This design comes from an exercise in tuning for small area, a short achievable clock period and few clock cycles per item on the open sky130 flow, not from production work.
Where RTL was checked, it was by simulation tests only, not by an equivalence proof against the original.
Only the layout flow was run in run 1; the RTL was not checked for function there.
Power is estimated from default activity; no workload was simulated.

File: flow/config.mk
export PLATFORM = sky130hd
export DESIGN_NAME = g2c1_pie_rx
export DESIGN_NICKNAME = g2c1_pie_rx
export VERILOG_FILES = /design/flow/design.v
export SDC_FILE = /design/flow/constraint.sdc
export NUM_CORES = 4
export LEC_CHECK = 0
export CAP_MARGIN = 20
export CORE_MARGIN = 2
export CORE_UTILIZATION = 55
export PLACE_DENSITY = 0.7
export SLEW_MARGIN = 20
export SYNTH_HIERARCHICAL = 1
export SYNTH_MINIMUM_KEEP_SIZE = 0
File: flow/constraint.sdc
create_clock -name core_clock -period 10.0 [get_ports {clk}]
set_input_delay 2.0000 -clock core_clock [delete_from_list [all_inputs] [get_ports {clk}]]
set_output_delay 2.0000 -clock core_clock [all_outputs]
set_load 0.01 [all_outputs]
File: flow/design.v
module g2c1_pie_rx (
    input  wire         clk,
    input  wire         rst,           
    input  wire         edge_valid,
    output wire         edge_ready,
    input  wire [31:0]  edge_dur,      
    input  wire         edge_last,     
    input  wire [31:0]  rt_tol,        
    input  wire [31:0]  tr_tol,        
    output wire         res_valid,
    input  wire         res_ready,
    output wire [31:0]  res_flags,
    output wire [31:0]  res_tari,
    output wire [31:0]  res_rtcal,
    output wire [31:0]  res_trcal,
    output wire [31:0]  res_blf,
    output wire [15:0]  res_start,
    output wire [15:0]  res_end,
    output wire [6:0]   res_nbits,
    output wire [63:0]  res_bits,      
    output wire [111:0] res_fields     
);
    localparam [31:0] MAX_SYMBOL = 32'd16384000;    
    localparam [23:0] TARI_MIN   = 24'd409600;      
    localparam [23:0] TARI_MAX   = 24'd1638400;     
    localparam [1:0] P_RT = 2'd0, P_TR = 2'd1, P_DATA = 2'd2;
    function automatic [63:0] csa(input [31:0] a, input [31:0] b, input [31:0] c, input c0);
        begin
            csa[31:0]  = a ^ b ^ c;
            csa[63:32] = {((a & b) | (a & c) | (b & c)), c0};
        end
    endfunction
    reg        b_v, b_gap, b_last;       
    reg [23:0] b_d;
    reg        c_v, c_gap, c_last;       
    reg [23:0] c_d;
    reg        f_rt, f_tr, f_db, f_tok;  
    reg [23:0] rt_q;
    reg        rt_big;
    reg [24:0] tr_q;
    reg        tr_big;
    reg [28:0] tr10;                     
    reg        fin;          
    reg        out_v;        
    reg        end_last;     
    reg [15:0] idx;          
    reg [15:0] sub_start;
    reg        act;          
    reg [1:0]  phase;
    reg        p_ok;         
    reg [20:0] tari;         
    reg        cal_ok;
    reg        trcal_ok;
    reg [23:0] rtcal;
    reg [23:0] trcal;
    reg [63:0] bits;
    reg [6:0]  nbits;
    reg        bitovf;
    reg [4:0]  crc;
    reg        dst;          
    reg [25:0] dv_x;         
    reg        dv_pre;       
    reg [35:0] dv_q;         
    reg [1:0]  dv_m3;        
    reg        m_ok, m_size, m_crc, m_blf;
    reg [2:0]  m_type;
    reg        o_q, o_qa, o_qr, o_ack;
    wire release_ = out_v && res_ready;
    wire proc     = c_v && !fin;
    wire c_free   = !c_v || proc;
    wire b_adv    = b_v && c_free;
    assign edge_ready = !(b_v && c_v && fin);
    wire run   = proc && !c_gap;           
    wire first = run && !act;              
    wire endc  = proc && (c_gap ? act : c_last);
    wire [23:0] d = b_d;
    wire [23:0] x = c_d;
    wire [63:0] r1a = csa({7'd0, d, 1'b0}, {7'd0, rt_q, 1'b0}, {5'h1f, ~{3'b000, x, 2'b00}}, 1'b1);
    wire [63:0] r1b = csa(r1a[31:0], r1a[63:32], {5'h1f, ~{3'b000, x}}, 1'b1);
    wire        k1;
    g2c1_pie_rx_cy #(26) u_k1 (.a(r1b[25:0]), .b(r1b[57:32]), .co(k1));
    wire        c1  = !(r1b[26] ^ r1b[58] ^ k1);
    wire [63:0] r3a = csa({5'd0, d, 3'b000}, {7'd0, d, 1'b0}, {3'd0, tr10}, 1'b1);
    wire [63:0] r3b = csa({2'b11, ~{3'b000, x, 3'b000}}, {2'b11, ~{5'b00000, x, 1'b0}}, {2'b11, ~{6'd0, x}}, 1'b1);
    wire [63:0] r3c = csa(r3a[31:0], r3a[63:32], r3b[31:0], 1'b1);
    wire [63:0] r3e = csa(r3c[31:0], r3c[63:32], r3b[63:32], 1'b0);
    wire        k3;
    g2c1_pie_rx_cy #(29) u_k3 (.a(r3e[28:0]), .b(r3e[60:32]), .co(k3));
    wire        c3  = !(r3e[29] ^ r3e[61] ^ k3);
    wire [63:0] r2a = csa({7'd0, x, 1'b0}, {8'd0, x}, {4'hf, ~{4'd0, d}}, 1'b1);
    wire [63:0] r2r = csa(r2a[31:0], r2a[63:32], {8'd0, rt_q}, 1'b0);
    wire [63:0] r2t = csa(r2a[31:0], r2a[63:32], {7'd0, tr_q}, 1'b0);
    wire        k2r, k2t;
    g2c1_pie_rx_cy #(27) u_k2r (.a(r2r[26:0]), .b(r2r[58:32]), .co(k2r));
    g2c1_pie_rx_cy #(27) u_k2t (.a(r2t[26:0]), .b(r2t[58:32]), .co(k2t));
    wire        c2r = !(r2r[27] ^ r2r[59] ^ k2r);
    wire        c2t = !(r2t[27] ^ r2t[59] ^ k2t);
    wire [23:0] xb = (phase == P_RT || !act) ? c_d : rtcal;
    wire        db;
    g2c1_pie_rx_cy #(25) u_db (.a({d, 1'b0}), .b(~{1'b0, xb}), .co(db));
    wire [28:0] tr10_n;
    g2c1_pie_rx_add #(29) u_tr10 (.a({1'b0, tr_q, 3'b000}), .b({3'b000, tr_q, 1'b0}), .ci(1'b0), .s(tr10_n));
    always @(posedge clk) begin
        rt_q   <= rt_tol[23:0];
        rt_big <= |rt_tol[31:24];
        tr_q   <= tr_tol[24:0];
        tr10   <= tr10_n[28:0];
        tr_big <= |tr_tol[31:25];
        if (rst) begin
            b_v <= 1'b0;
            c_v <= 1'b0;
        end else begin
            if (edge_ready) b_v <= edge_valid;
            if (c_free) c_v <= b_v;
        end
        if (edge_ready) begin
            b_d    <= edge_dur[23:0];
            b_gap  <= (edge_dur > MAX_SYMBOL);
            b_last <= edge_last;
        end
        if (b_adv) begin
            c_d    <= b_d;
            c_gap  <= b_gap;
            c_last <= b_last;
            f_rt   <= rt_big || (c1 && c2r);
            f_tr   <= tr_big || (c3 && c2t);
            f_db   <= db;
            f_tok  <= (b_d >= TARI_MIN) && (b_d <= TARI_MAX);
        end
    end
    wire        dr     = bits[59];
    wire        blf_in = dr ? (trcal >= 24'd22) : (trcal >= 24'd9);
    reg  [23:0] dv_msb;
    reg         seen;
    integer     k;
    always @(*) begin
        seen = 1'b0;
        for (k = 23; k >= 0; k = k - 1) begin
            dv_msb[k] = trcal[k] && !seen;
            seen = seen || trcal[k];
        end
    end
    wire        dv_run   = dst && !dv_pre && !dv_q[35];
    wire        dv_ge    = !dv_x[25];
    wire        dv_sub   = dv_pre || dv_ge;
    wire [25:0] dv_xn;
    g2c1_pie_rx_add #(26) u_dv (
        .a  (dv_pre ? dv_x : {dv_x[24:0], 1'b0}),
        .b  (dv_sub ? ~{2'b00, trcal} : {2'b00, trcal}),
        .ci (dv_sub),
        .s  (dv_xn)
    );
    wire [2:0]  dv_t3    = {dv_m3, dv_ge};
    wire        dv_g3    = (dv_t3 >= 3'd3);
    wire [1:0]  dv_m3n   = dv_g3 ? dv_t3[1:0] - 2'd3 : dv_t3[1:0];
    wire        dv_start = act && !dst && !fin && trcal_ok && blf_in &&
                           (bits[63:60] == 4'b1000) && (nbits >= 7'd5);
    wire        dv_ok    = !dst || dv_q[35] || (dv_q[34] && !dv_pre);
    wire        lock = run && !first && (phase == P_RT) && p_ok && f_rt;
    reg        p_ok_n, cal_ok_n, trcal_ok_n, bitovf_n, dst_n;
    reg [1:0]  phase_n;
    reg [20:0] tari_n;
    reg [23:0] rtcal_n, trcal_n;
    reg [63:0] bits_n;
    reg [6:0]  nbits_n;
    reg [4:0]  crc_n;
    always @(*) begin
        if (first) begin
            p_ok_n     = 1'b0;
            cal_ok_n   = 1'b0;
            trcal_ok_n = 1'b0;
            bitovf_n   = 1'b0;
            dst_n      = 1'b0;
            phase_n    = P_RT;
            rtcal_n    = 24'd0;
            trcal_n    = 24'd0;
            bits_n     = 64'd0;
            nbits_n    = 7'd0;
            crc_n      = 5'b01001;
        end else begin
            p_ok_n     = p_ok;
            cal_ok_n   = cal_ok;
            trcal_ok_n = trcal_ok;
            bitovf_n   = bitovf;
            dst_n      = dst || dv_start;
            phase_n    = phase;
            rtcal_n    = rtcal;
            trcal_n    = trcal;
            bits_n     = bits;
            nbits_n    = nbits;
            crc_n      = crc;
        end
        tari_n = tari;
        if (run) begin
            p_ok_n = f_tok;
            case (phase_n)
                P_RT: begin
                    if (lock) begin
                        cal_ok_n = 1'b1;
                        rtcal_n  = c_d;
                        phase_n  = P_TR;
                    end else begin
                        tari_n   = c_d[20:0];
                    end
                end
                P_TR: begin
                    phase_n    = P_DATA;
                    trcal_ok_n = f_tr;
                    if (f_tr) trcal_n = c_d;
                    nbits_n    = {6'd0, !f_tr};
                    bits_n[63] = f_db && !f_tr;
                    if (!f_tr) crc_n = {crc_n[3:0], 1'b0} ^ ((crc_n[4] ^ f_db) ? 5'b01001 : 5'b00000);
                end
                default: begin
                    if (!nbits[6]) begin
                        nbits_n = nbits + 7'd1;
                        bits_n[~nbits[5:0]] = f_db;
                        if (nbits < 7'd22) crc_n = {crc[3:0], 1'b0} ^ ((crc[4] ^ f_db) ? 5'b01001 : 5'b00000);
                    end else begin
                        bitovf_n = 1'b1;
                    end
                end
            endcase
        end
        if (endc && !cal_ok_n) tari_n = 21'd0;
    end
    wire        dat_st = run && !first && (phase == P_DATA) && !nbits[6];
    reg  [63:0] bits_d;
    reg  [6:0]  nbits_d;
    reg  [4:0]  crc_d;
    always @(*) begin
        bits_d  = first ? 64'd0 : bits;
        nbits_d = first ? 7'd0 : nbits;
        crc_d   = crc;
        if (dat_st) begin
            bits_d[~nbits[5:0]] = f_db;
            nbits_d = nbits + 7'd1;
            crc_d   = {crc[3:0], 1'b0} ^ ((crc[4] ^ f_db) ? 5'b01001 : 5'b00000);
        end
    end
    reg        q_n, qa_n, qr_n, ack_n, nak_n, size_n;
    always @(*) begin
        q_n = 1'b0; qa_n = 1'b0; qr_n = 1'b0; ack_n = 1'b0; nak_n = 1'b0; size_n = 1'b0;
        if (nbits_d >= 7'd2) begin
            case (bits_d[63:62])
                2'b00: if (nbits_d >= 7'd4) qr_n = 1'b1; else size_n = 1'b1;
                2'b01: if (nbits_d >= 7'd18) ack_n = 1'b1; else size_n = 1'b1;
                2'b10: if (nbits_d >= 7'd4) begin
                           if (bits_d[61:60] == 2'b00) begin
                               if (nbits_d >= 7'd17) q_n = 1'b1; else size_n = 1'b1;
                           end else if (bits_d[61:60] == 2'b01) begin
                               if (nbits_d < 7'd9) size_n = 1'b1;
                               else if (bits_d[57:55] == 3'b000 || bits_d[57:55] == 3'b110 ||
                                        bits_d[57:55] == 3'b011) qa_n = 1'b1;
                           end
                       end
                default: if (nbits_d >= 7'd8 && bits_d[61:56] == 6'b000000) nak_n = 1'b1;
            endcase
        end
    end
    wire [4:0] crc_f    = (dat_st && nbits < 7'd22) ? crc_d : crc;
    wire       crc_ok_n = (nbits_d >= 7'd22) && (crc_f == 5'd0);
    wire       blf_in_n = bits_d[59] ? (trcal >= 24'd22) : (trcal >= 24'd9);
    wire       m_blf_n  = q_n && trcal_ok && blf_in_n;
    wire       dv_drop  = endc && (first || !(dst && (nbits >= 7'd17 || (nbits == 7'd16 && dat_st))));
    always @(posedge clk) begin
        if (rst) begin
            fin      <= 1'b0;
            out_v    <= 1'b0;
            act      <= 1'b0;
            end_last <= 1'b0;
            idx      <= 16'd0;
        end else if (release_) begin
            fin   <= 1'b0;
            out_v <= 1'b0;
            act   <= 1'b0;
            idx   <= end_last ? 16'd0 : idx + 16'd1;
        end else if (fin) begin
            if (dv_ok) out_v <= 1'b1;
        end else if (proc) begin
            if (run) act <= 1'b1;
            end_last <= c_last;
            if (endc) begin
                fin   <= 1'b1;
                out_v <= dv_ok || dv_drop;
            end
            if (c_gap) begin
                if (!act) idx <= c_last ? 16'd0 : idx + 16'd1;
            end else begin
                idx <= idx + 16'd1;
            end
        end
        if (first) sub_start <= idx;
        p_ok     <= p_ok_n;
        cal_ok   <= cal_ok_n;
        trcal_ok <= trcal_ok_n;
        bitovf   <= bitovf_n;
        dst      <= dst_n;
        phase    <= phase_n;
        tari     <= tari_n;
        rtcal    <= rtcal_n;
        trcal    <= trcal_n;
        bits     <= bits_n;
        nbits    <= nbits_n;
        crc      <= crc_n;
        m_ok   <= q_n | qa_n | qr_n | ack_n | nak_n;
        m_size <= size_n;
        m_type <= {nak_n, qr_n | ack_n, qa_n | ack_n};
        o_q    <= q_n;
        o_qa   <= qa_n;
        o_qr   <= qr_n;
        o_ack  <= ack_n;
        m_crc  <= q_n && crc_ok_n;
        m_blf  <= m_blf_n;
        if (dv_drop) begin
            dv_q  <= {1'b1, 35'd0};
        end else if (dv_start) begin
            dv_x  <= {2'b00, dv_msb};
            dv_q  <= dr ? {12'd0, dv_msb} >> 4 : {12'd0, dv_msb} >> 1;
            dv_m3 <= 2'd0;
        end else if (dst && (dv_pre || !dv_q[35])) begin
            dv_x  <= dv_xn;
            if (!dv_pre) begin
                dv_q  <= {dv_q[34:0], dr ? dv_g3 : dv_ge};
                dv_m3 <= dv_m3n;
            end
        end
        dv_pre <= dv_start;
    end
    assign res_valid  = out_v;
    assign res_flags  = {13'd0, m_type, 4'd0, 2'b00, !m_ok, m_size, 1'b0, 1'b0, m_crc, bitovf,
                         m_blf, m_ok, trcal_ok, cal_ok};
    assign res_tari   = {11'd0, tari};
    assign res_rtcal  = {8'd0, rtcal};
    assign res_trcal  = {8'd0, trcal};
    assign res_blf    = dv_q[31:0];
    assign res_start  = sub_start;
    assign res_end    = idx;
    assign res_nbits  = nbits;
    assign res_bits   = bits;
    wire [1:0] qa_updn = (bits[57:55] == 3'b110) ? 2'd1 : (bits[57:55] == 3'b011) ? 2'd2 : 2'd0;
    assign res_fields[15:0]   = ({16{o_ack}} & bits[61:46]) |
                                ({16{o_qr}}  & {14'd0, bits[61:60]}) |
                                ({16{o_qa}}  & {14'd0, bits[59:58]}) |
                                ({16{o_q}}   & {15'd0, bits[59]});
    assign res_fields[31:16]  = ({16{o_q}}  & (16'd1 << bits[58:57])) |
                                ({16{o_qa}} & {14'd0, qa_updn});
    assign res_fields[47:32]  = {15'd0, o_q & bits[56]};
    assign res_fields[63:48]  = {14'd0, {2{o_q}} & bits[55:54]};
    assign res_fields[79:64]  = {14'd0, {2{o_q}} & bits[53:52]};
    assign res_fields[95:80]  = {15'd0, o_q & bits[51]};
    assign res_fields[111:96] = {12'd0, {4{o_q}} & bits[50:47]};
endmodule
module g2c1_pie_rx_cy #(parameter W = 32) (
    input  wire [W-1:0] a,
    input  wire [W-1:0] b,
    output wire         co
);
    function automatic cyw(input [W-1:0] x, input [W-1:0] y);
        reg [W-1:0] g, p;
        integer s, j;
        begin
            g = x & y;
            p = x | y;
            for (s = 1; s < W; s = s * 2)
                for (j = W - 1; j >= s; j = j - 1)
                    if (((W - 1 - j) % (2 * s)) == 0) begin
                        g[j] = g[j] | (p[j] & g[j - s]);
                        p[j] = p[j] & p[j - s];
                    end
            cyw = g[W-1];
        end
    endfunction
    assign co = cyw(a, b);
endmodule
module g2c1_pie_rx_add #(parameter W = 32) (
    input  wire [W-1:0] a,
    input  wire [W-1:0] b,
    input  wire         ci,
    output wire [W-1:0] s
);
    function automatic [W-1:0] addw(input [W-1:0] x, input [W-1:0] y, input c);
        reg [W-1:0] g, p, gg, pp;
        integer l, i, j;
        begin
            g  = x & y;
            p  = x ^ y;
            gg = g;
            pp = p;
            gg[0] = g[0] | (p[0] & c);
            for (l = 1; l < W; l = l * 2)
                for (i = 0; i < W; i = i + 1)
                    if (((i / l) % 2) == 1) begin
                        j = (i / l) * l - 1;
                        gg[i] = gg[i] | (pp[i] & gg[j]);
                        pp[i] = pp[i] & pp[j];
                    end
            addw = p ^ {gg[W-2:0], c};
        end
    endfunction
    assign s = addw(a, b, ci);
endmodule
File: flow/flow/run.sh
#!/bin/bash
# Layout flow: the standard flow (standard synthesis included), with the
# timing repair aiming at a 3.4 ns path instead of stopping at the 10 ns clock,
# and the port buffers made of small buffers. The clock and constraints are
# the design's. Each tool's output is in orfs/logs; make's output in flow.log.
set -euo pipefail
bash standard.sh SETUP_SLACK_MARGIN=6.6 "BUFFER_PORTS_ARGS=-buffer_cell sky130_fd_sc_hd__buf_1" finish > flow.log 2>&1
File: flow/standard.sh
#!/bin/bash
# synth_recipe.tcl (not shown) runs the flow's synth.tcl, then flattens the netlist and writes it again
# the make line also repeats each setting of config.mk as NAME=value (left out here)
make -C /OpenROAD-flow-scripts/flow DESIGN_CONFIG=/design/flow/config.mk WORK_HOME=/design/flow/orfs CLKGATE_MAP_FILE= SYNTH_SCRIPT=/design/flow/synth_recipe.tcl "${@:-finish}"
==> impl_metrics.yaml, run 1 <==
floorplanning:
  core-area_um2: 48850
  start_util_pct: 55.68
  rows: 81
  ios: 478
  die_x_um: 226.4
  die_y_um: 226.4
  die_area_um2: 51250
timing:
  hold_viol_final: 0
  fin_skew_ns: 0.02251
  fmax_mhz: 259.0
  tns_ns: 0
  rsz0062_at_grt: "true"
  slew_headroom_pct: 28.35
  finalSetupViolCount: 0
  min_period_over_period_pct: 38.61
  period_needed_ns: 3.861
  worstMarginPinSlew_ns: 1.073
  hold_ws_ns: 0.4189
  drv_slew: 0
routing:
  post_drt_wl_per_cell_um: 20.27
  drc: 0
  via_per_inst: 5.724
  first_pass_iters: 6
  vias: 23090
  drt_iter0_markers: 1868
  wirelength_um: 81760
  ant_nets: 0
setup_path:
  cp_data_arrival_time_ns: 4.21
  cp_max_fo: 3
  crit_required_ns: 10.35
  crit_type: "flop to flop"
  crit_path_start_kind: "flop"
  critPathCaptureType: "flop"
power:
  p_per_area_nw_per_um2: 160.1
  peakVddDrop_uv: 160.0
  leakagePower_nw: 13.10
logic_synthesis:
  ys_async_sr_fraction_pct: 0
  ys_types: 116
  synth_top_area_cell: "dfxtp_1"
  synthCells: 2912
  synthFlopType: "dfxtp_1"
  syn_area_um2: 27200
  synth_edf_count: 101
  ys_top_cells_by_area: "dfxtp_1 22%, fa_1 16%, edfxtp_1 11%, buf_4 4.8%, nand2_1 4.3%"
  ys_warn_count: 13
  ys_seq_area_share_pct: 33.31
  yosysTopAreaCellShare_pct: 22.15
  avgSynthCellArea_um2: 9.340
  ys_seq_elements: 402
cells_and_area:
  area_growth_pct: 15.94
  antenna_cells_inserted: 0
  fin_nets: 3731
  drive_above_1_share_pct: 13.00
  final_common_cell: "buf_1"
  final_core_util_pct: 64.55
  nFillCells: 4104
  final_cell_mix: "327 x buf_1, 307 x nand2_1, 288 x inv_1"
status:
  status: "no timing/DRC/antenna violations"
clock_network:
  max-clock-path-buffers: 3
  htree_levels: 2
  cts.sinks: 402
  cts_hold_buf: 0
  cts_buffers: 45
  clkTransAtPathRegs_ns: 0.06
  cts_tree: "yes"
  clk_latency_ns: 0.61
  ctsRootBufferMaster: "clkbuf_16"
placement:
  place_congestion: 0.9218
  place.detailed.hpwl_um: 59380
  io_buffers: 347
run:
  maxCapViolations: 0
global_route:
  grt_max_degree: 96
  grt.total_usage_pct: 30.95
  grt_pass1_wl_um: 123400
  antenna_found_initial: 0
  grt_pass1_vias: 22460
  grt.overflow.total: 0
min_path:
  hold_path.class: "flop to flop"
[cell type report]
class                           count  area [µm²]  share of cell area (%)
Clock buffer                       62        1294                   4.103
Clock inverter                     21       220.2                  0.6984
Inverter                          301        1137                   3.607
Multi-Input combinational cell   2098       16220                   51.45
Sequential cell                   402        9139                   28.98
Tap cell                          664       830.8                   2.635
Timing Repair Buffer              485        2688                   8.523
[cell usage after synthesis (42+ instances only)]
master and instances:
ha_1 79, dfxtp_1 301, buf_4 174, nor2_1 160
clkbuf_1 71, o211ai_1 64, mux2i_1 46, fa_1 218
and2_1 42, o22ai_1 46, o21ai_0 157, xnor2_1 57
edfxtp_1 101, nor3_1 43, nand2_1 311, inv_1 296
nand3_1 81, a21oi_1 146
[worst max-delay path, stage by stage, from the launching register on]
cell	delay, ns
edfxtp_1	0.49
fa_1	0.59
fa_1	0.46
fa_1	0.60
o22ai_2	0.12
nor3_2	0.25
o211ai_1	0.15
or4_1	0.43
o211ai_1	0.24
xor2_1	0.11
a21o_1	0.18
[routing by layer]
metal  global-route usage [%]  vias up  share of wire (%)
met5                        0        -                  0
li1                         -    10610                  -
met2                    51.12     1016                 48
met1                    39.94    11250                 40
met3                    5.598      205                8.0
met4                    13.39        0                4.4
[sequential cells by signal, summed over array words and instances, names as in the netlist, 5 cells and up]
name and cells:
rt_q 24, trcal 24, dv_q 36, c_d 24
tari 21, bits 64, tr10 29, crc 5
idx 16, dv_x 26, b_d 24, tr_q 25
nbits 7, sub_start 16, rtcal 24
[timing repair]
action,4_1_cts,5_1_grt
pin swaps,33,9
setup buffers,110,15
setup endpoints to repair,131,43
resized for setup,120,73
gates cloned,3,4
[report_power, final]
group	internal [mW]	switching, mW	total [mW]	leakage (nW)
registers	1.77	0.121	1.89	3.44
logic	0.618	0.849	1.47	8.91
clock network	0.971	0.723	1.69	0.748
total	3.36	1.69	5.05	13.1
[through the flow]
stage	worst slack (ns)	std cells	total power [mW]	area, µm²
final	6.139	4033	5.049	31530
after CTS	6.231	4012	5.013	31030
after floorplan	6.460	3070	2.951	27840
after detailed placement	5.811	3816	3.259	28320
after global routing	6.061	4033	5.307	31530
after global placement	5.941	3816	3.209	28320
[final timing paths]
check	start	slack, ns	cells after the start	end
setup / recovery	b_d[21]	6.14	10	f_tr
hold / removal	b_gap	0.42	0	c_gap
setup reg to reg	b_d[21]	6.14	10	f_tr
hold reg to reg	b_gap	0.42	0	c_gap
[cell families (layout without fill, tap and decap cells)]
family	after synthesis	after routing	share of synthesized area, %
and+or+nand+nor	790	792	13.98
AOI/OAI and AO/OA	683	684	16.56
buffers and inverters	573	869	10.51
DFF	402	402	33.31
adders and majority gates	304	304	19.96
xor gates and xnor gates	85	85	2.848
muxes	73	73	2.811
other	2	160	0.02761
==> run 2, diff against run 1 <==
--- a/flow/design.v
+++ b/flow/design.v
@@ -74,3 +74,4 @@
     wire first = run && !act;              
-    wire endc  = proc && (c_gap ? act : c_last);
+    wire eg    = run && !c_last && b_v && b_gap;
+    wire endc  = (proc && (c_gap ? act : c_last)) || eg;
     wire [23:0] d = b_d;
@@ -80,3 +81,3 @@
     wire        k1;
-    g2c1_pie_rx_cy #(26) u_k1 (.a(r1b[25:0]), .b(r1b[57:32]), .co(k1));
+    g2c1_pie_rx_cyc #(25) u_k1 (.a(r1b[25:1]), .b(r1b[57:33]), .ci(r1b[0]), .co(k1));
     wire        c1  = !(r1b[26] ^ r1b[58] ^ k1);
@@ -87,3 +88,3 @@
     wire        k3;
-    g2c1_pie_rx_cy #(29) u_k3 (.a(r3e[28:0]), .b(r3e[60:32]), .co(k3));
+    g2c1_pie_rx_cy #(28) u_k3 (.a(r3e[28:1]), .b(r3e[60:33]), .co(k3));
     wire        c3  = !(r3e[29] ^ r3e[61] ^ k3);
@@ -93,4 +94,4 @@
     wire        k2r, k2t;
-    g2c1_pie_rx_cy #(27) u_k2r (.a(r2r[26:0]), .b(r2r[58:32]), .co(k2r));
-    g2c1_pie_rx_cy #(27) u_k2t (.a(r2t[26:0]), .b(r2t[58:32]), .co(k2t));
+    g2c1_pie_rx_cy #(26) u_k2r (.a(r2r[26:1]), .b(r2r[58:33]), .co(k2r));
+    g2c1_pie_rx_cy #(26) u_k2t (.a(r2t[26:1]), .b(r2t[58:33]), .co(k2t));
     wire        c2r = !(r2r[27] ^ r2r[59] ^ k2r);
@@ -98,6 +99,7 @@
     wire [23:0] xb = (phase == P_RT || !act) ? c_d : rtcal;
-    wire        db;
-    g2c1_pie_rx_cy #(25) u_db (.a({d, 1'b0}), .b(~{1'b0, xb}), .co(db));
+    wire        db_c;
+    g2c1_pie_rx_cy #(23) u_db (.a(d[22:0]), .b(~xb[23:1]), .co(db_c));
+    wire        db = d[23] || db_c;
     wire [28:0] tr10_n;
-    g2c1_pie_rx_add #(29) u_tr10 (.a({1'b0, tr_q, 3'b000}), .b({3'b000, tr_q, 1'b0}), .ci(1'b0), .s(tr10_n));
+    assign      tr10_n = {1'b0, tr_q, 3'b000} + {3'b000, tr_q, 1'b0};
     always @(posedge clk) begin
@@ -113,3 +115,3 @@
             if (edge_ready) b_v <= edge_valid;
-            if (c_free) c_v <= b_v;
+            if (c_free) c_v <= b_v && !eg;
         end
@@ -281,3 +283,3 @@
             if (run) act <= 1'b1;
-            end_last <= c_last;
+            end_last <= eg ? b_last : c_last;
             if (endc) begin
@@ -402 +404,25 @@
 endmodule
+module g2c1_pie_rx_cyc #(parameter W = 32) (
+    input  wire [W-1:0] a,
+    input  wire [W-1:0] b,
+    input  wire         ci,
+    output wire         co
+);
+    function automatic cyw(input [W-1:0] x, input [W-1:0] y, input c);
+        reg [W-1:0] g, p;
+        integer s, j;
+        begin
+            g = x & y;
+            p = x | y;
+            g[0] = g[0] | (p[0] & c);
+            for (s = 1; s < W; s = s * 2)
+                for (j = W - 1; j >= s; j = j - 1)
+                    if (((W - 1 - j) % (2 * s)) == 0) begin
+                        g[j] = g[j] | (p[j] & g[j - s]);
+                        p[j] = p[j] & p[j - s];
+                    end
+            cyw = g[W-1];
+        end
+    endfunction
+    assign co = cyw(a, b, ci);
+endmodule
==> flow/flow/run.sh (replaced) <==
#!/bin/bash
# Layout flow: the standard flow (standard synthesis included), with the
# timing repair aiming at a 3.55 ns path instead of stopping at the 10 ns clock,
# and the port buffers made of small buffers. The clock and constraints are
# the design's. Each tool's output is in orfs/logs; make's output in flow.log.
set -euo pipefail
bash standard.sh SETUP_SLACK_MARGIN=6.45 "BUFFER_PORTS_ARGS=-buffer_cell sky130_fd_sc_hd__buf_1" finish > flow.log 2>&1
--- a/flow/config.mk
+++ b/flow/config.mk
@@ -10,2 +10,4 @@
 export CORE_UTILIZATION = 55
+export CTS_CLUSTER_DIAMETER = 100
+export CTS_CLUSTER_SIZE = 24
 export PLACE_DENSITY = 0.7
==> run 2 against run 1 <==
  * Maximum frequency grew 1.7%
  * Largest power group unchanged
  * Still clean on timing, DRC and antenna
  * Critical endpoint unchanged
  * Hold slack gained 0.045 ns
  * Flip-flop and latch count shrank 1
  * Highest routed layer unchanged
  * Largest cell class unchanged
==> impl_metrics.yaml, run 2 <==
logic_synthesis:
  avgSynthCellArea_um2: 9.212
  ys_async_sr_fraction_pct: 0
  syn_area_um2: 26740
  synthCells: 2903
  ys_warn_count: 12
  synthFlopType: "dfxtp_1"
  ys_top_cells_by_area: "dfxtp_1 22%, fa_1 16%, edfxtp_1 11%, buf_4 4.9%, nand2_1 4.4%"
  synth.most_common_cell: "nand2_1"
  yosysTopAreaCellShare_pct: 22.46
  ys_seq_area_share_pct: 33.80
  synth_edf_count: 101
  ys_types: 103
  ys_seq_elements: 401
  synth_common_cells: "317 x nand2_1, 300 x dfxtp_1, 282 x inv_1"
  synth_top_area_cell: "dfxtp_1"
timing:
  fin_ws_ns: 6.206
  finalSetupViolCount: 0
  period_needed_ns: 3.794
  drv_slew: 0
  rsz0062_at_grt: "true"
  hold_viol_final: 0
  slew_headroom_pct: 29.98
  worstMarginPinSlew_ns: 1.043
  tns_ns: 0
  fin_skew_ns: 0.02826
  min_period_over_period_pct: 37.94
  fmax_mhz: 263.6
routing:
  vias: 22950
  ant_nets: 0
  wirelength_um: 80840
  first_pass_iters: 6
  drc: 0
  via_per_inst: 5.875
  wl_met1_um: 31670
  met3_length_um: 6963
  post_drt_wl_per_cell_um: 20.69
  routed.top_layer: "met4"
  drt_iter0_markers: 2025
  wl_met2_um: 38940
clock_network:
  clk_latency_ns: 0.58
  cts_buffers: 22
  ctsRootBufferMaster: "clkbuf_16"
  clkTransAtPathRegs_ns: 0.10
  max-clock-path-buffers: 3
  cts.sinks: 401
  htree_levels: 1
  cts_tree: "yes"
min_path:
  hold_path.class: "flop to flop"
power:
  peakVddDrop_uv: 162.7
  leakagePower_nw: 12.28
  p_per_area_nw_per_um2: 153.1
  p_total_mw: 4.576
placement:
  dp_slack_ns: 5.832
  place_congestion: 0.9184
  io_buffers: 347
  place_inst: 3737
  place.detailed.hpwl_um: 59950
cells_and_area:
  reg_top3: "bits: 64 flops, dv_q: 36 flops, tr10: 28 flops"
  multi_input_area_um2: 15680
  final_cells: 3907
  nFillCells: 4138
  regMostFlops: "bits"
  layout.area.seq_um2: 9067
  area_growth_pct: 11.80
  fin_nets: 3665
  drive_above_1_share_pct: 9.690
  final_common_cell: "buf_1"
  largest_reg_flops: 64
  final_cell_mix: "343 x buf_1, 316 x nand2_1, 281 x dfxtp_1"
  antenna_cells_inserted: 0
  final_core_util_pct: 62.48
setup_path:
  crit_path_top_delay_cell: "fa_1"
  critical_path.most_common_cell: "fa_1"
  cp_data_arrival_time_ns: 4.12
  reg2reg_slack_ns: 6.21
  cp_max_fo: 3
  cp_cell_sequence: "buf_4, fa_1, inv_1, fa_1, fa_1, o22ai_1, o32ai_2, a211oi_1, or4_1, o311ai_1, xor2_1, a21o_1"
  rr_startpoint: "c_d[14]"
  crit_end: "f_tr"
  critical_path.startpoint: "c_d[14]"
  crit_type: "flop to flop"
  cpPeakStageDelay_ns: 0.54
  r2r_cells: 12
  crit_path_start_kind: "flop"
  crit_required_ns: 10.33
  worstReg2RegEnd: "f_tr"
  critPathCaptureType: "flop"
global_route:
  grt_pass1_wl_um: 123200
  grt.overflow.total: 0
  antenna_found_initial: 0
  grt_pass1_vias: 22190
  grt_max_degree: 71
  grt.total_usage_pct: 31.17
status:
  status: "no timing/DRC/antenna violations"
floorplanning:
  die_area_um2: 50400
  start_util_pct: 55.89
  die_x_um: 224.5
  rows: 80
  die_y_um: 224.5
  ios: 478
  core-area_um2: 47850
run:
  maxCapViolations: 0
==> run 2: cell count changes after synthesis, sizes merged, moves of 8 or more <==
cell / change
a21oi: -14
nand3: -9
mux2i: -18
inv: -17
clkbuf: +17
o211ai: -18
nor2: +31
a311oi: +10
buf: -8
a22oi: +15
==> run 2: kinds of logic (layout without fill, tap and decap cells) <==
logic type | after synthesis | count (layout) | synth area share, %
compound gates | 668 | 668 | 16.41
xor+xnor | 82 | 82 | 2.686
fa+ha+maj | 300 | 300 | 19.90
buf+inv | 566 | 818 | 10.43
flops | 401 | 401 | 33.80
mux | 54 | 54 | 2.143
other cells | 2 | 139 | 0.02808
simple gates | 830 | 830 | 14.60
==> run 2: stage by stage <==
| stage | hold WS (ns) | cell area (µm²) |
|---|---|---|
| floorplan | 0.3471 | 27260 |
| global placement | 0.4428 | 27760 |
| detailed placement | 0.4394 | 27760 |
| CTS | 0.4432 | 29580 |
| global route | 0.4606 | 29900 |
| finish | 0.4637 | 29900 |
==> run 2: worst min path at each step <==
stage                     startpoint      end  slack [ns]  cells after the start
after floorplan              tr_q[0]  tr10[1]        0.35                      0
after global placement       tr_q[1]  tr10[2]        0.44                      0
after detailed placement     tr_q[0]  tr10[1]        0.44                      0
after CTS                    tr_q[0]  tr10[1]        0.44                      0
after global routing         tr_q[0]  tr10[1]        0.46                      0
final                        tari[0]  tari[0]        0.46                      2
==> run 2: final cells by class <==
cell class,instances,area share (%)
Timing Repair Buffer,495,8.659
Inverter,285,3.629
Sequential cell,401,30.33
Clock buffer,32,2.109
Multi-Input combinational cell,2073,52.44
Clock inverter,6,0.2595
Tap cell,615,2.574
==> run 2: what timing repair did <==
item / 4_1_cts / 5_1_grt
hold endpoints to repair: 0 / 0
setup endpoints to repair: 139 / 59
gates resized for setup: 63 / 36
hold buffers: 0 / 0
gates cloned: 2 / 2
pin swaps: 21 / 7
setup buffers: 111 / 17
==> run 2: report_power, final <==
| part | switching, mW | internal, mW | leakage, nW |
|---|---|---|---|
| combinational | 0.932 | 0.663 | 8.51 |
| sequential | 0.157 | 1.78 | 3.42 |
| clock | 0.580 | 0.469 | 0.348 |
| total | 1.67 | 2.91 | 12.3 |
==> run 2: worst max-delay path: cells and delay by family, from the launching register on <==
family	cells	cell delay, ns
adders and majority gates	3	1.52
xor gates and xnor gates	1	0.12
AOI/OAI and AO/OA	5	0.76
buffers and inverters	2	0.24
and+or+nand+nor	1	0.48
DFF	1	0.45
==> run 2: metal layers <==
| layer | up-vias | track usage [%] |
|---|---|---|
| met2 | 1131 | 51.98 |
| met4 | 0 | 11.81 |
| met3 | 168 | 5.291 |
| met1 | 11160 | 40.79 |
| li1 | 10490 | - |
| met5 | - | 0 |
Testbench counts of run 2, summed over its fixed seeds: cycles 21,124, items 1,191.
==> run 3, diff against run 2 <==
==> flow/flow/run.sh (replaced) <==
#!/bin/bash
# Layout flow: the standard flow (standard synthesis included), with the
# timing repair aiming at a 3.7 ns path instead of stopping at the 10 ns clock,
# and the port buffers made of small buffers. The clock and constraints are
# the design's. Each tool's output is in orfs/logs; make's output in flow.log.
set -euo pipefail
bash standard.sh SETUP_SLACK_MARGIN=6.3 "BUFFER_PORTS_ARGS=-buffer_cell sky130_fd_sc_hd__buf_1" finish > flow.log 2>&1
==> run 3 against run 2 <==
  * Critical path type unchanged
  * Critical path depth is 1 lower
  * Critical endpoint unchanged
  * Total power is 0.40% lower
  * Die area stayed put
  * Hold slack worse by 0.0073 ns
==> impl_metrics.yaml, run 3 <==
status:
  status: "no timing/DRC/antenna violations"
setup_path:
  crit_required_ns: 10.34
  crit_path_start_kind: "flop"
  cp_max_fo: 5
  cp_data_arrival_time_ns: 4.15
  critPathCaptureType: "flop"
  crit_type: "flop to flop"
timing:
  fin_skew_ns: 0.02235
  fmax_mhz: 262.5
  period_needed_ns: 3.809
  fin_ws_ns: 6.191
  finalSetupViolCount: 0
  hold_viol_final: 0
  worstMarginPinSlew_ns: 1.008
  min_period_over_period_pct: 38.09
  rsz0062_at_grt: "true"
  tns_ns: 0
  drv_slew: 0
  slew_headroom_pct: 32.64
power:
  leakagePower_nw: 12.24
  p_per_area_nw_per_um2: 153.0
  peakVddDrop_uv: 197.8
  p_total_mw: 4.558
cells_and_area:
  largest_reg_flops: 64
  final_common_cell: "buf_1"
  final_cell_mix: "346 x buf_1, 316 x nand2_1, 292 x dfxtp_1"
  reg_top3: "bits: 64 flops, dv_q: 36 flops, tr10: 28 flops"
  fin_nets: 3677
  regMostFlops: "bits"
  area_growth_pct: 11.43
  final_cells: 3918
  antenna_cells_inserted: 0
  drive_above_1_share_pct: 9.476
  stdcell_area_um2: 29800
global_route:
  grt_max_degree: 67
  grt_pass1_wl_um: 121400
  antenna_found_initial: 0
  grt.total_usage_pct: 30.64
  grt.overflow.total: 0
  grt_pass1_vias: 22010
logic_synthesis:
  synth_edf_count: 101
  ys_top_cells_by_area: "dfxtp_1 22%, fa_1 16%, edfxtp_1 11%, buf_4 4.9%, nand2_1 4.4%"
  ys_types: 103
  syn_area_um2: 26740
  ys_seq_area_share_pct: 33.80
  synthCells: 2903
  synthFlopType: "dfxtp_1"
  ys_seq_elements: 401
  synth_top_area_cell: "dfxtp_1"
  synth_common_cells: "317 x nand2_1, 300 x dfxtp_1, 282 x inv_1"
  yosysTopAreaCellShare_pct: 22.46
  avgSynthCellArea_um2: 9.212
  ys_warn_count: 12
  ys_async_sr_fraction_pct: 0
  synth.most_common_cell: "nand2_1"
routing:
  drc: 0
  via_per_inst: 5.859
  vias: 22960
  drt_iter0_markers: 1912
  first_pass_iters: 7
  wirelength_um: 79990
  post_drt_wl_per_cell_um: 20.42
  ant_nets: 0
run:
  maxCapViolations: 0
placement:
  io_buffers: 347
  place_inst: 3736
  placed_area_um2: 27760
  place.detailed.hpwl_um: 60170
  place_congestion: 0.9464
  dp_slack_ns: 5.561
floorplanning:
  die_x_um: 224.5
  die_area_um2: 50400
  rows: 80
  ios: 478
  start_util_pct: 55.89
  core-area_um2: 47850
  die_y_um: 224.5
clock_network:
  cts_buffers: 22
  max-clock-path-buffers: 3
  clk_latency_ns: 0.58
  htree_levels: 1
  clkTransAtPathRegs_ns: 0.11
  cts_tree: "yes"
  cts.sinks: 401
  ctsRootBufferMaster: "clkbuf_16"
min_path:
  hold_path.class: "flop to flop"
run 3: worst max-delay path: stages (launching register included):
cell      delay [ns]
edfxtp_1        0.54
fa_1            0.56
inv_1           0.05
fa_1            0.46
fa_1            0.50
or2_0           0.22
maj3_1          0.39
o211ai_1        0.21
a211o_1         0.16
o311ai_2        0.12
xor2_1          0.20
a21o_1          0.18
run 3: power breakdown:
part	total [mW]	internal, mW	leakage [nW]	switching, mW
clock network	1.03	0.445	0.332	0.583
logic	1.60	0.664	8.49	0.933
registers	1.93	1.77	3.42	0.158
run 3: timing repair:
action,4_1_cts,5_1_grt
endpoints found under the hold margin,0,0
gates cloned,1,3
hold buffers,0,0
gates resized for setup,23,48
buffers inserted,109,32
pin swaps,9,13
setup endpoints to repair,97,78
run 3: final timing paths:
check | startpoint | to | slack, ns | cells after the start
worst max-delay path | c_d[9] | f_tr | 6.19 | 11
worst min-delay path | tr_q[0] | tr10[1] | 0.46 | 0
worst max register to register | c_d[9] | f_tr | 6.19 | 11
worst min register to register | tr_q[0] | tr10[1] | 0.46 | 0
run 3: kinds of logic (layout without fill, tap and decap cells):
group	after synthesis	in the layout	synth area share, %
other	2	139	0.02808
adder cells (fa/ha/maj)	300	300	19.90
AND/OR/NAND/NOR	830	830	14.60
flip-flops	401	401	33.80
buffers and inverters	566	828	10.43
XOR/XNOR	82	82	2.686
multiplexers	54	54	2.143
AO/OA/AOI/OAI	668	669	16.41
run 3: per-stage QoR:
stage               hold WS, ns  util, %
floorplan                0.3471        -
global route             0.4648    62.28
global placement         0.4410    58.01
finish                   0.4564    62.28
CTS                      0.4549    61.33
detailed placement       0.4400    58.01
run 3: layout make-up:
cell class	instances	area, µm²
inverters	285	1082
repair inverters	1	5.005
fillers	4056	18050
clock buffers	31	615.6
well taps	615	769.5
flip-flops and latches	401	9051
multi-input cells	2074	15610
repair buffers	505	2597
clock inverters	6	63.81
run 3: layer usage:
metal  vias to the layer above  share of wire [%]  track usage, %
met4                         0                3.9           11.13
met5                         -                  0               0
met1                     11210                 40           40.14
met3                       169                7.9           4.389
li1                      10510                  -               -
met2                      1076                 48           51.88
==> run 4, diff against run 3 <==
--- a/flow/design.v
+++ b/flow/design.v
@@ -36,2 +36,3 @@
     reg [23:0] c_d;
+    reg [27:0] c_x11;                    
     reg        f_rt, f_tr, f_db, f_tok;  
@@ -84,5 +85,3 @@
     wire [63:0] r3a = csa({5'd0, d, 3'b000}, {7'd0, d, 1'b0}, {3'd0, tr10}, 1'b1);
-    wire [63:0] r3b = csa({2'b11, ~{3'b000, x, 3'b000}}, {2'b11, ~{5'b00000, x, 1'b0}}, {2'b11, ~{6'd0, x}}, 1'b1);
-    wire [63:0] r3c = csa(r3a[31:0], r3a[63:32], r3b[31:0], 1'b1);
-    wire [63:0] r3e = csa(r3c[31:0], r3c[63:32], r3b[63:32], 1'b0);
+    wire [63:0] r3e = csa(r3a[31:0], r3a[63:32], ~{4'd0, c_x11}, 1'b0);
     wire        k3;
@@ -124,2 +123,3 @@
             c_d    <= b_d;
+            c_x11  <= {1'b0, b_d, 3'b000} + {3'b000, b_d, 1'b0} + {4'd0, b_d};
             c_gap  <= b_gap;
@@ -230,3 +230,2 @@
     reg  [63:0] bits_d;
-    reg  [6:0]  nbits_d;
     reg  [4:0]  crc_d;
@@ -234,3 +233,2 @@
         bits_d  = first ? 64'd0 : bits;
-        nbits_d = first ? 7'd0 : nbits;
         crc_d   = crc;
@@ -238,3 +236,2 @@
             bits_d[~nbits[5:0]] = f_db;
-            nbits_d = nbits + 7'd1;
             crc_d   = {crc[3:0], 1'b0} ^ ((crc[4] ^ f_db) ? 5'b01001 : 5'b00000);
@@ -242,2 +239,12 @@
     end
+    function automatic nge(input [6:0] n, input st, input fst, input [6:0] k);
+        nge = !fst && (st ? (n >= k - 7'd1) : (n >= k));
+    endfunction
+    wire n_ge2  = nge(nbits, dat_st, first, 7'd2);
+    wire n_ge4  = nge(nbits, dat_st, first, 7'd4);
+    wire n_ge8  = nge(nbits, dat_st, first, 7'd8);
+    wire n_ge9  = nge(nbits, dat_st, first, 7'd9);
+    wire n_ge17 = nge(nbits, dat_st, first, 7'd17);
+    wire n_ge18 = nge(nbits, dat_st, first, 7'd18);
+    wire n_ge22 = nge(nbits, dat_st, first, 7'd22);
     reg        q_n, qa_n, qr_n, ack_n, nak_n, size_n;
@@ -245,11 +252,11 @@
         q_n = 1'b0; qa_n = 1'b0; qr_n = 1'b0; ack_n = 1'b0; nak_n = 1'b0; size_n = 1'b0;
-        if (nbits_d >= 7'd2) begin
+        if (n_ge2) begin
             case (bits_d[63:62])
-                2'b00: if (nbits_d >= 7'd4) qr_n = 1'b1; else size_n = 1'b1;
-                2'b01: if (nbits_d >= 7'd18) ack_n = 1'b1; else size_n = 1'b1;
-                2'b10: if (nbits_d >= 7'd4) begin
+                2'b00: if (n_ge4) qr_n = 1'b1; else size_n = 1'b1;
+                2'b01: if (n_ge18) ack_n = 1'b1; else size_n = 1'b1;
+                2'b10: if (n_ge4) begin
                            if (bits_d[61:60] == 2'b00) begin
-                               if (nbits_d >= 7'd17) q_n = 1'b1; else size_n = 1'b1;
+                               if (n_ge17) q_n = 1'b1; else size_n = 1'b1;
                            end else if (bits_d[61:60] == 2'b01) begin
-                               if (nbits_d < 7'd9) size_n = 1'b1;
+                               if (!n_ge9) size_n = 1'b1;
                                else if (bits_d[57:55] == 3'b000 || bits_d[57:55] == 3'b110 ||
@@ -258,3 +265,3 @@
                        end
-                default: if (nbits_d >= 7'd8 && bits_d[61:56] == 6'b000000) nak_n = 1'b1;
+                default: if (n_ge8 && bits_d[61:56] == 6'b000000) nak_n = 1'b1;
             endcase
@@ -263,3 +270,3 @@
     wire [4:0] crc_f    = (dat_st && nbits < 7'd22) ? crc_d : crc;
-    wire       crc_ok_n = (nbits_d >= 7'd22) && (crc_f == 5'd0);
+    wire       crc_ok_n = n_ge22 && (crc_f == 5'd0);
     wire       blf_in_n = bits_d[59] ? (trcal >= 24'd22) : (trcal >= 24'd9);
==> run 4 against run 3 <==
  * Setup slack better by 0.16 ns
  * Largest power group unchanged
  * Hold slack worse by 0.059 ns
  * First-iteration DRC count shrank 4.9%
  * Clock power up 4%
==> impl_metrics.yaml, run 4 <==
logic_synthesis:
  ys_async_sr_fraction_pct: 0
  synth_mux_area_share_pct: 2.316
  synth_top_area_cell: "dfxtp_1"
  synth_compound_area_share_pct: 17.32
  ys_top_cells_by_area: "dfxtp_1 21%, edfxtp_1 14%, fa_1 14%, buf_4 4.6%, inv_1 4.4%"
  ys_warn_count: 12
  ys_types: 103
  synth.most_common_cell: "inv_1"
  avgSynthCellArea_um2: 9.296
  ys_seq_elements: 428
  ys_seq_area_share_pct: 34.85
  yosys.area_share.simple_pct: 13.73
  synth_edf_count: 128
  synthCells: 3040
  syn_area_um2: 28260
  yosysTopAreaCellShare_pct: 21.25
  synth_top_family_by_area: "adder cells"
  synth-xor-area-share_pct: 3.099
  synthAdderAreaFrac_pct: 18.07
  synthFlopType: "dfxtp_1"
  synth_common_cells: "329 x inv_1, 324 x nand2_1, 300 x dfxtp_1"
cells_and_area:
  largest_reg_flops: 64
  drive_above_1_share_pct: 7.516
  nFillCells: 4515
  multi_input_area_um2: 16130
  fin_nets: 3735
  layout.area.seq_um2: 9859
  stdcell_area_um2: 30800
  reg_top3: "bits: 64 flops, dv_q: 36 flops"
  final_cell_mix: "344 x buf_1, 326 x inv_1, 322 x nand2_1"
  regMostFlops: "bits"
  antenna_cells_inserted: 0
  area_growth_pct: 9.006
  final_common_cell: "buf_1"
global_route:
  grt.overflow.total: 0
  antenna_found_initial: 0
  grt_max_degree: 63
  grt.total_usage_pct: 29.16
  grt_pass1_vias: 22540
  grt_pass1_wl_um: 123000
setup_path:
  rr_startpoint: "dv_x[25]"
  cpPeakStageDelay_ns: 0.55
  critical_path.startpoint: "fin"
  crit_type: "flop to output pin"
  worstReg2RegEnd: "dv_x[15]"
  cp_max_fo: 28
  crit_required_ns: 8.00
  crit_end: "edge_ready"
  cp_cell_sequence: "nand3_1, buf_6, buf_1"
  critPathCaptureType: "output pin"
  reg2reg_slack_ns: 6.42
  cp_data_arrival_time_ns: 1.65
  crit_path_start_kind: "flop"
  crit_path_top_delay_cell: "dfxtp_1"
  r2r_cells: 18
floorplanning:
  die_area_um2: 53210
  ios: 478
  die_x_um: 230.7
  die_y_um: 230.7
  start_util_pct: 55.31
  rows: 83
  core-area_um2: 51090
routing:
  first_pass_iters: 5
  post_drt_wl_per_cell_um: 19.70
  ant_nets: 0
  via_per_inst: 5.773
  drt_iter0_markers: 1818
  wirelength_um: 79700
  drc: 0
  vias: 23360
clock_network:
  cts.sinks: 428
  ctsRootBufferMaster: "clkbuf_16"
  clkTransAtPathRegs_ns: 0.10
  cts_tree: "yes"
  clk_latency_ns: 0.58
  htree_levels: 1
  max-clock-path-buffers: 3
  cts_hold_buf: 0
  cts_buffers: 23
timing:
  tns_ns: 0
  worstMarginPinSlew_ns: 0.9607
  rsz0062_at_grt: "true"
  fin_skew_ns: 0.01968
  slew_headroom_pct: 35.61
  fin_ws_ns: 6.347
  min_period_over_period_pct: 36.53
  hold_viol_final: 0
  drv_slew: 0
  fmax_mhz: 273.7
  period_needed_ns: 3.653
  finalSetupViolCount: 0
placement:
  place.detailed.hpwl_um: 60490
  placed_area_um2: 29440
  dp_slack_ns: 5.159
  io_buffers: 347
  place_congestion: 0.9562
run:
  maxCapViolations: 0
power:
  leakagePower_nw: 12.71
  peakVddDrop_uv: 121.1
  p_per_area_nw_per_um2: 140.0
status:
  status: "no timing/DRC/antenna violations"
min_path:
  hold_path.class: "flop to flop"
## run 4: worst min path at each step
stage                       start       to  slack, ns  depth (start not counted)
final                     tr_q[0]  tr10[1]       0.40                          0
after global placement    tr_q[0]  tr10[1]       0.38                          0
after detailed placement  tr_q[1]  tr10[2]       0.38                          0
after floorplan           tr_q[0]  tr10[1]       0.35                          0
after CTS                 tr_q[0]  tr10[1]       0.39                          0
after global routing      tr_q[0]  tr10[1]       0.41                          0
## run 4: what timing repair did
item,CTS,global route
setup endpoints to repair,98,84
gates resized for setup,23,30
setup buffers,30,24
pin swaps,0,8
cloned,1,2
## run 4: area by class of cell
cell class,count,area share [%]
sequential,428,32.01
clock buffer,34,2.003
timing repair buffer,431,6.597
timing repair inverter,1,0.01625
inverter,330,4.046
tap,680,2.762
multi-input combinational,2137,52.37
clock inverter,5,0.2031
## run 4: kinds of logic (layout without fill, tap and decap cells)
group | Yosys count | after routing
other | 2 | 138
flip-flops | 428 | 428
XOR/XNOR | 100 | 100
AO/OA/AOI/OAI | 721 | 721
multiplexers | 62 | 62
adder cells (fa/ha/maj) | 296 | 296
buffers and inverters | 612 | 801
AND/OR/NAND/NOR | 819 | 820
## run 4: metal layers
metal,vias to the layer above,track usage [%],wire [µm]
met1,11350,39.89,33350
met3,158,3.817,6150
li1,10880,-,-
met5,-,0,0
met4,0,10.36,3061
met2,970,47.68,37140
## run 4: where the power goes
part | internal (mW) | switching (mW) | total [mW]
combinational | 0.506 | 0.729 | 1.24
clock | 0.446 | 0.620 | 1.07
sequential | 1.90 | 0.106 | 2.01
total | 2.86 | 1.45 | 4.31
## run 4: critical path, delay by kind of cell (launching register included)
kind	cells	cell delay, ns
and+or+nand+nor	1	0.15
DFF	1	0.55
buffers and inverters	2	0.37
## run 4: metrics by stage
step / instances / total power [mW] / hold slack (ns) / util (%)
5_1_grt: 4046 / 4.562 / 0.4081 / 60.29
3_5_place_dp: 3950 / 3.223 / 0.3809 / 57.63
4_1_cts: 4020 / 4.293 / 0.3929 / 59.67
3_3_place_gp: 3950 / 3.173 / 0.3753 / 57.63
6_report: 4046 / 4.311 / 0.3975 / 60.29
2_1_floorplan: 3176 / 2.975 / 0.3471 / -
Testbench counts of run 4, summed over its fixed seeds: cycles 21,124, items 1,191.
==> run 5, diff against run 4 <==
==> flow/flow/run.sh (replaced) <==
#!/bin/bash
# Layout flow: the standard flow (standard synthesis included), with the
# timing repair aiming at a 3.4 ns path instead of stopping at the 10 ns clock,
# and the port buffers made of small buffers. The clock and constraints are
# the design's. Each tool's output is in orfs/logs; make's output in flow.log.
set -euo pipefail
bash standard.sh SETUP_SLACK_MARGIN=6.6 "BUFFER_PORTS_ARGS=-buffer_cell sky130_fd_sc_hd__buf_1" finish > flow.log 2>&1
==> run 5 against run 4 <==
  * First-iteration DRC count increased by 16%
  * Setup slack improved by 0.14 ns
  * Total power increased by 3.2%
  * Critical path depth increased by 1
  * Critical path type unchanged
==> impl_metrics.yaml, run 5 <==
min_path:
  hold_path.class: "flop to flop"
placement:
  dp_slack_ns: 5.846
  place.detailed.hpwl_um: 59990
  io_buffers: 347
  place_inst: 3942
  place_congestion: 0.9464
timing:
  worstMarginPinSlew_ns: 0.8826
  fin_ws_ns: 6.488
  finalSetupViolCount: 0
  fin_skew_ns: 0.02624
  rsz0062_at_grt: "true"
  min_period_over_period_pct: 35.12
  drv_slew: 0
  hold_viol_final: 0
  tns_ns: 0
  fmax_mhz: 284.8
  period_needed_ns: 3.512
  slew_headroom_pct: 40.99
logic_synthesis:
  synth_top_area_cell: "dfxtp_1"
  synthFlopType: "dfxtp_1"
  ys_async_sr_fraction_pct: 0
  avgSynthCellArea_um2: 9.296
  synth_common_cells: "329 x inv_1, 324 x nand2_1, 300 x dfxtp_1"
  synth.most_common_cell: "inv_1"
  ys_warn_count: 12
  ys_top_cells_by_area: "dfxtp_1 21%, edfxtp_1 14%, fa_1 14%, buf_4 4.6%, inv_1 4.4%"
  synth_edf_count: 128
  syn_area_um2: 28260
  ys_seq_elements: 428
  yosysTopAreaCellShare_pct: 21.25
  ys_types: 103
  ys_seq_area_share_pct: 34.85
  synthCells: 3040
global_route:
  grt_max_degree: 99
  grt_pass1_wl_um: 123700
  grt.total_usage_pct: 29.43
  grt_pass1_vias: 22690
  grt.overflow.total: 0
  antenna_found_initial: 0
routing:
  vias: 23890
  drt_iter0_markers: 2106
  ant_nets: 0
  first_pass_iters: 6
  via_per_inst: 5.798
  wirelength_um: 81940
  drc: 0
  post_drt_wl_per_cell_um: 19.89
cells_and_area:
  area_growth_pct: 13.74
  reg_top3: "bits: 64 flops, dv_q: 36 flops"
  final_cells: 4120
  final_common_cell: "nand2_1"
  drive_above_1_share_pct: 12.94
  antenna_cells_inserted: 0
  fin_nets: 3808
  largest_reg_flops: 64
  final_cell_mix: "320 x nand2_1, 318 x inv_1, 317 x buf_1"
  final_core_util_pct: 62.91
  regMostFlops: "bits"
clock_network:
  clk_latency_ns: 0.59
  cts_tree: "yes"
  ctsRootBufferMaster: "clkbuf_16"
  cts_buffers: 24
  max-clock-path-buffers: 3
  htree_levels: 1
  cts_hold_buf: 0
  clkTransAtPathRegs_ns: 0.10
  cts.sinks: 428
setup_path:
  cpPeakStageDelay_ns: 0.40
  crit_required_ns: 8.00
  crit_type: "flop to output pin"
  critPathCaptureType: "output pin"
  crit_path_top_delay_cell: "dfxtp_4"
  cp_cell_sequence: "buf_4, nand2_4, mux2i_1, buf_2"
  cp_max_fo: 4
  crit_path_start_kind: "flop"
  cp_data_arrival_time_ns: 1.51
run:
  maxCapViolations: 0
floorplanning:
  core-area_um2: 51090
  ios: 478
  die_area_um2: 53210
  die_y_um: 230.7
  rows: 83
  start_util_pct: 55.31
  die_x_um: 230.7
status:
  status: "no timing/DRC/antenna violations"
power:
  p_per_area_nw_per_um2: 138.5
  leakagePower_nw: 13.38
  peakVddDrop_uv: 130.9
==> run 5: cell counts after synthesis <==
No cell type changed its count.
==> run 5: where the power goes <==
group	switching (mW)	total, mW	internal (mW)
Clock	0.631	1.12	0.488
Sequential	0.104	2.01	1.90
Combinational	0.766	1.32	0.559
Total	1.50	4.45	2.95
==> run 5: final timing paths <==
check / depth (start not counted) / from / endpoint / slack, ns
min: 0 / tr_q[1] / tr10[2] / 0.40
max reg2reg: 11 / b_d[21] / f_rt / 6.56
min reg2reg: 0 / tr_q[1] / tr10[2] / 0.40
max: 4 / o_q / res_fields[17] / 6.49
==> run 5: cells by family (layout without fill, tap and decap cells) <==
family | Yosys count | in the layout | share of synthesized area [%]
xor+xnor | 100 | 100 | 3.099
flops | 428 | 428 | 34.86
mux | 62 | 62 | 2.316
other cells | 2 | 138 | 0.02658
compound gates | 721 | 722 | 17.32
simple gates | 819 | 820 | 13.73
fa+ha+maj | 296 | 296 | 18.07
buf+inv | 612 | 874 | 10.58
==> run 5: routing by layer <==
layer  vias up  routed length [µm]  GRT usage (%)
li1      11040                   -              -
met1     11620               33540          39.65
met2      1035               39020          48.81
met3       191                6218          3.743
met4         0                3154          10.69
met5         -                   0              0
==> run 5: final cells by class <==
cell class | instances | area, µm²
fillers | 4298 | 18950
multi-input cells | 2138 | 16430
flip-flops and latches | 428 | 9921
repair buffers | 502 | 2922
inverters | 330 | 1251
well taps | 680 | 850.8
clock buffers | 34 | 669.4
clock inverters | 7 | 96.34
repair inverters | 1 | 5.005
==> run 5: per-stage QoR <==
stage               cell area [µm²]  hold slack [ns]  power (mW)
finish                        32140           0.4046       4.451
global route                  32140           0.4225       4.694
CTS                           31530           0.4055       4.414
detailed placement            29410           0.3927       3.226
global placement              29410           0.3858       3.174
floorplan                     28800           0.3471       2.976
==> run 5: critical path: cells and delay by family, from the launching register on <==
family	cells	cell delay, ns
flip-flops	1	0.40
buffers and inverters	2	0.30
AND/OR/NAND/NOR	1	0.05
multiplexers	1	0.18
==> run 5: timing repair <==
item | in CTS | in global routing
cloned | 7 | 3
setup buffers | 99 | 28
gates resized for setup | 144 | 98
pin swaps | 20 | 31
endpoints found under the setup margin | 182 | 147
==> run 6, diff against run 5 <==
==> flow/flow/run.sh (replaced) <==
#!/bin/bash
# Layout flow: the standard flow (standard synthesis included), with the
# timing repair aiming at a 3.5 ns path instead of stopping at the 10 ns clock,
# and the port buffers made of small buffers. The clock and constraints are
# the design's. Each tool's output is in orfs/logs; make's output in flow.log.
set -euo pipefail
bash standard.sh SETUP_SLACK_MARGIN=6.5 "BUFFER_PORTS_ARGS=-buffer_cell sky130_fd_sc_hd__buf_1" finish > flow.log 2>&1
==> run 6 against run 5 <==
  * Still clean on timing, DRC and antenna
  * Core utilization shrank 0.80 points
  * Setup slack got worse by 0.034 ns
  * Critical path depth down 1
  * Register-to-register slack worse by 0.02 ns
  * Largest cell class unchanged
  * Largest power group unchanged
==> impl_metrics.yaml, run 6 <==
power:
  power.share.clock_pct: 24.7
  switchingPower_mw: 1.519
  p_per_area_nw_per_um2: 140.6
  p_int_mw: 2.943
  p_seq_share_pct: 45.1
  power_frac_comb_pct: 30.2
  netSwitchingFraction_pct: 34.05
  peakVddDrop_uv: 173.1
  leakagePower_nw: 13.08
routing:
  drc: 0
  drt_iter0_markers: 1932
  met3_length_um: 6707
  wirelength_um: 83160
  wl_met1_um: 34160
  via_per_inst: 5.828
  post_drt_wl_per_cell_um: 20.28
  wl_met2_um: 39240
  vias: 23900
  ant_nets: 0
  routed.top_layer: "met5"
  first_pass_iters: 8
cells_and_area:
  area_growth_pct: 12.29
  drive_above_1_share_pct: 11.02
  final_common_cell: "buf_1"
  regMostFlops: "bits"
  layout.area.seq_um2: 9901
  antenna_cells_inserted: 0
  nFillCells: 4317
  final_cell_mix: "343 x buf_1, 322 x nand2_1, 317 x inv_1"
  fin_nets: 3789
  final_core_util_pct: 62.10
  largest_reg_flops: 64
  multi_input_area_um2: 16410
  reg_top3: "bits: 64 flops, dv_q: 36 flops"
setup_path:
  cp_max_fo: 4
  critPathCaptureType: "output pin"
  cp_data_arrival_time_ns: 1.55
  crit_required_ns: 8.00
  cp_cell_sequence: "a222oi_1, inv_1, buf_1"
  crit_family: "flip-flops"
  crit_path_start_kind: "flop"
  crit_path_top_delay_cell: "dfxtp_2"
  crit_type: "flop to output pin"
  cpPeakStageDelay_ns: 0.35
  worst-path-buf-inv: 2
run:
  maxCapViolations: 0
clock_network:
  clkTransAtPathRegs_ns: 0.10
  cts_hold_buf: 0
  cts.sinks: 428
  cts_buffers: 23
  max-clock-path-buffers: 3
  htree_levels: 1
  cts_tree: "yes"
  ctsRootBufferMaster: "clkbuf_16"
  clk_latency_ns: 0.60
timing:
  period_needed_ns: 3.545
  fmax_mhz: 282.1
  fin_skew_ns: 0.02267
  rsz0062_at_grt: "true"
  hold_ws_ns: 0.3975
  min_period_over_period_pct: 35.45
  worstMarginPinSlew_ns: 0.9380
  fin_ws_ns: 6.455
  finalSetupViolCount: 0
  drv_slew: 0
  hold_viol_final: 0
  tns_ns: 0
  slew_headroom_pct: 37.29
placement:
  place.detailed.hpwl_um: 60930
  place_congestion: 0.9431
  io_buffers: 347
  dp_slack_ns: 5.397
global_route:
  grt.total_usage_pct: 29.88
  grt_max_degree: 64
  grt_pass1_wl_um: 125600
  grt.overflow.total: 0
  grt_pass1_vias: 22760
  antenna_found_initial: 1
floorplanning:
  start_util_pct: 55.31
  rows: 83
  ios: 478
  die_y_um: 230.7
  core-area_um2: 51090
  die_x_um: 230.7
  die_area_um2: 53210
logic_synthesis:
  yosysTopAreaCellShare_pct: 21.25
  ys_top_cells_by_area: "dfxtp_1 21%, edfxtp_1 14%, fa_1 14%, buf_4 4.6%, inv_1 4.4%"
  avgSynthCellArea_um2: 9.296
  synthFlopType: "dfxtp_1"
  synth_edf_count: 128
  ys_async_sr_fraction_pct: 0
  ys_seq_elements: 428
  synth_top_family_by_area: "adder cells"
  synth_top_area_cell: "dfxtp_1"
  synth.most_common_cell: "inv_1"
  yosys.area_share.simple_pct: 13.73
  synth_mux_area_share_pct: 2.316
  ys_warn_count: 12
  synthAdderAreaFrac_pct: 18.07
  ys_seq_area_share_pct: 34.85
  ys_types: 103
  synth_compound_area_share_pct: 17.32
  synthCells: 3040
  syn_area_um2: 28260
  synth-xor-area-share_pct: 3.099
  synth_common_cells: "329 x inv_1, 324 x nand2_1, 300 x dfxtp_1"
status:
  status: "no timing/DRC/antenna violations"
min_path:
  hold_path.class: "flop to flop"
-- run 6: cell count changes in the layout (fill, tap and decap cells not counted), sizes merged --
cell      change
clkinv        -2
clkinvlp      +2
nand2         +1
buf          -13
a21oi         -1
clkbuf        -6
-- run 6: kinds of logic (layout without fill, tap and decap cells) --
family / Yosys count / count (layout)
AO/OA/AOI/OAI: 721 / 721
other: 2 / 138
XOR/XNOR: 100 / 100
multiplexers: 62 / 62
flip-flops: 428 / 428
buffers and inverters: 612 / 855
AND/OR/NAND/NOR: 819 / 821
adder cells (fa/ha/maj): 296 / 296
-- run 6: worst paths after layout --
kind / from / slack, ns / end / cells past startpoint
worst max-delay path: bits[47] / 6.45 / res_fields[1] / 3
worst min-delay path: tr_q[1] / 0.40 / tr10[2] / 0
worst min register to register: tr_q[1] / 0.40 / tr10[2] / 0
worst max register to register: b_d[7] / 6.54 / c_x11[25] / 11
-- run 6: routing by layer --
layer,up-vias,GRT usage [%]
met2,1014,49.01
met4,2,10.30
met3,167,4.496
met5,-,0
li1,11000,-
met1,11720,40.49
-- run 6: final cells by class --
cell class                      count  share of cell area (%)
Multi-Input combinational cell   2138                   51.71
Inverter                          330                   3.955
Timing Repair Buffer              483                   8.139
Clock inverter                      6                  0.2050
Tap cell                          680                   2.681
Timing Repair inverter              2                 0.03155
Sequential cell                   428                   31.20
Clock buffer                       34                   2.078
-- run 6: what timing repair did --
item                                    CTS  global route
buffers inserted                         48            59
resized for setup                        62           113
endpoints found under the setup margin  200            83
cloned                                    5             2
pin swaps                                 7            39
-- run 6: per-stage QoR --
stage / area [µm²] / power [mW] / std cells
2_1_floorplan: 28790 / 2.975 / 3176
3_3_place_gp: 29420 / 3.176 / 3947
3_5_place_dp: 29420 / 3.232 / 3947
4_1_cts: 30800 / 4.355 / 4040
5_1_grt: 31730 / 4.706 / 4101
6_report: 31730 / 4.463 / 4101
-- run 6: power groups by stage --
stage / Clock (mW) / Sequential [mW] / Combinational, mW
2_1_floorplan: 0 / 2.03 / 0.944
3_3_place_gp: 0 / 2.06 / 1.11
3_5_place_dp: 0 / 2.07 / 1.17
4_1_cts: 1.12 / 2.01 / 1.23
5_1_grt: 1.18 / 2.02 / 1.51
6_report: 1.10 / 2.01 / 1.35

## static timing again, ports no longer ideal
In the flow no input, the clock included, has a driving cell. The finished layouts below were timed again as built, in two steps. Step 1 sets driving cells, clkbuf_16 on the clock port and buf_2 on the other inputs (assumed; they add their load-dependent delay and slew). Step 2 adds t to the input delays and takes it off the output delays; t is the mean of the earliest and latest rising clock arrival at the registers after step 1. Input paths then give back, and output paths get back, about the clock's delay inside the block. Three values: ideal, step 1, step 2; two values: the first two.
run	t (ns)	slack for setup (ns)	worst hold slack (ns)	latest minus earliest clock arrival (ns)	worst register clock-pin slew, ns
run 1	0.652	6.139 / 6.139 / 6.088	0.419 / 0.419 / 0.419	0.025 / 0.026	0.07 / 0.07
run 2	0.619	6.206 / 6.206 / 6.094	0.464 / 0.464 / 0.464	0.029 / 0.030	0.10 / 0.10
run 3	0.623	6.191 / 6.191 / 6.115	0.456 / 0.456 / 0.456	0.023 / 0.023	0.11 / 0.11
run 4	0.629	6.347 / 6.289 / 6.050	0.398 / 0.398 / 0.398	0.025 / 0.025	0.10 / 0.10
run 5	0.641	6.488 / 6.426 / 6.217	0.405 / 0.405 / 0.405	0.026 / 0.027	0.11 / 0.11
run 6	0.650	6.455 / 6.394 / 6.134	0.398 / 0.398 / 0.398	0.026 / 0.026	0.11 / 0.11
After both steps every run listed still meets setup and hold. For run 6, which loses most, drivers alone change the setup slack by -0.061 ns; drivers and shift together by -0.321 ns.
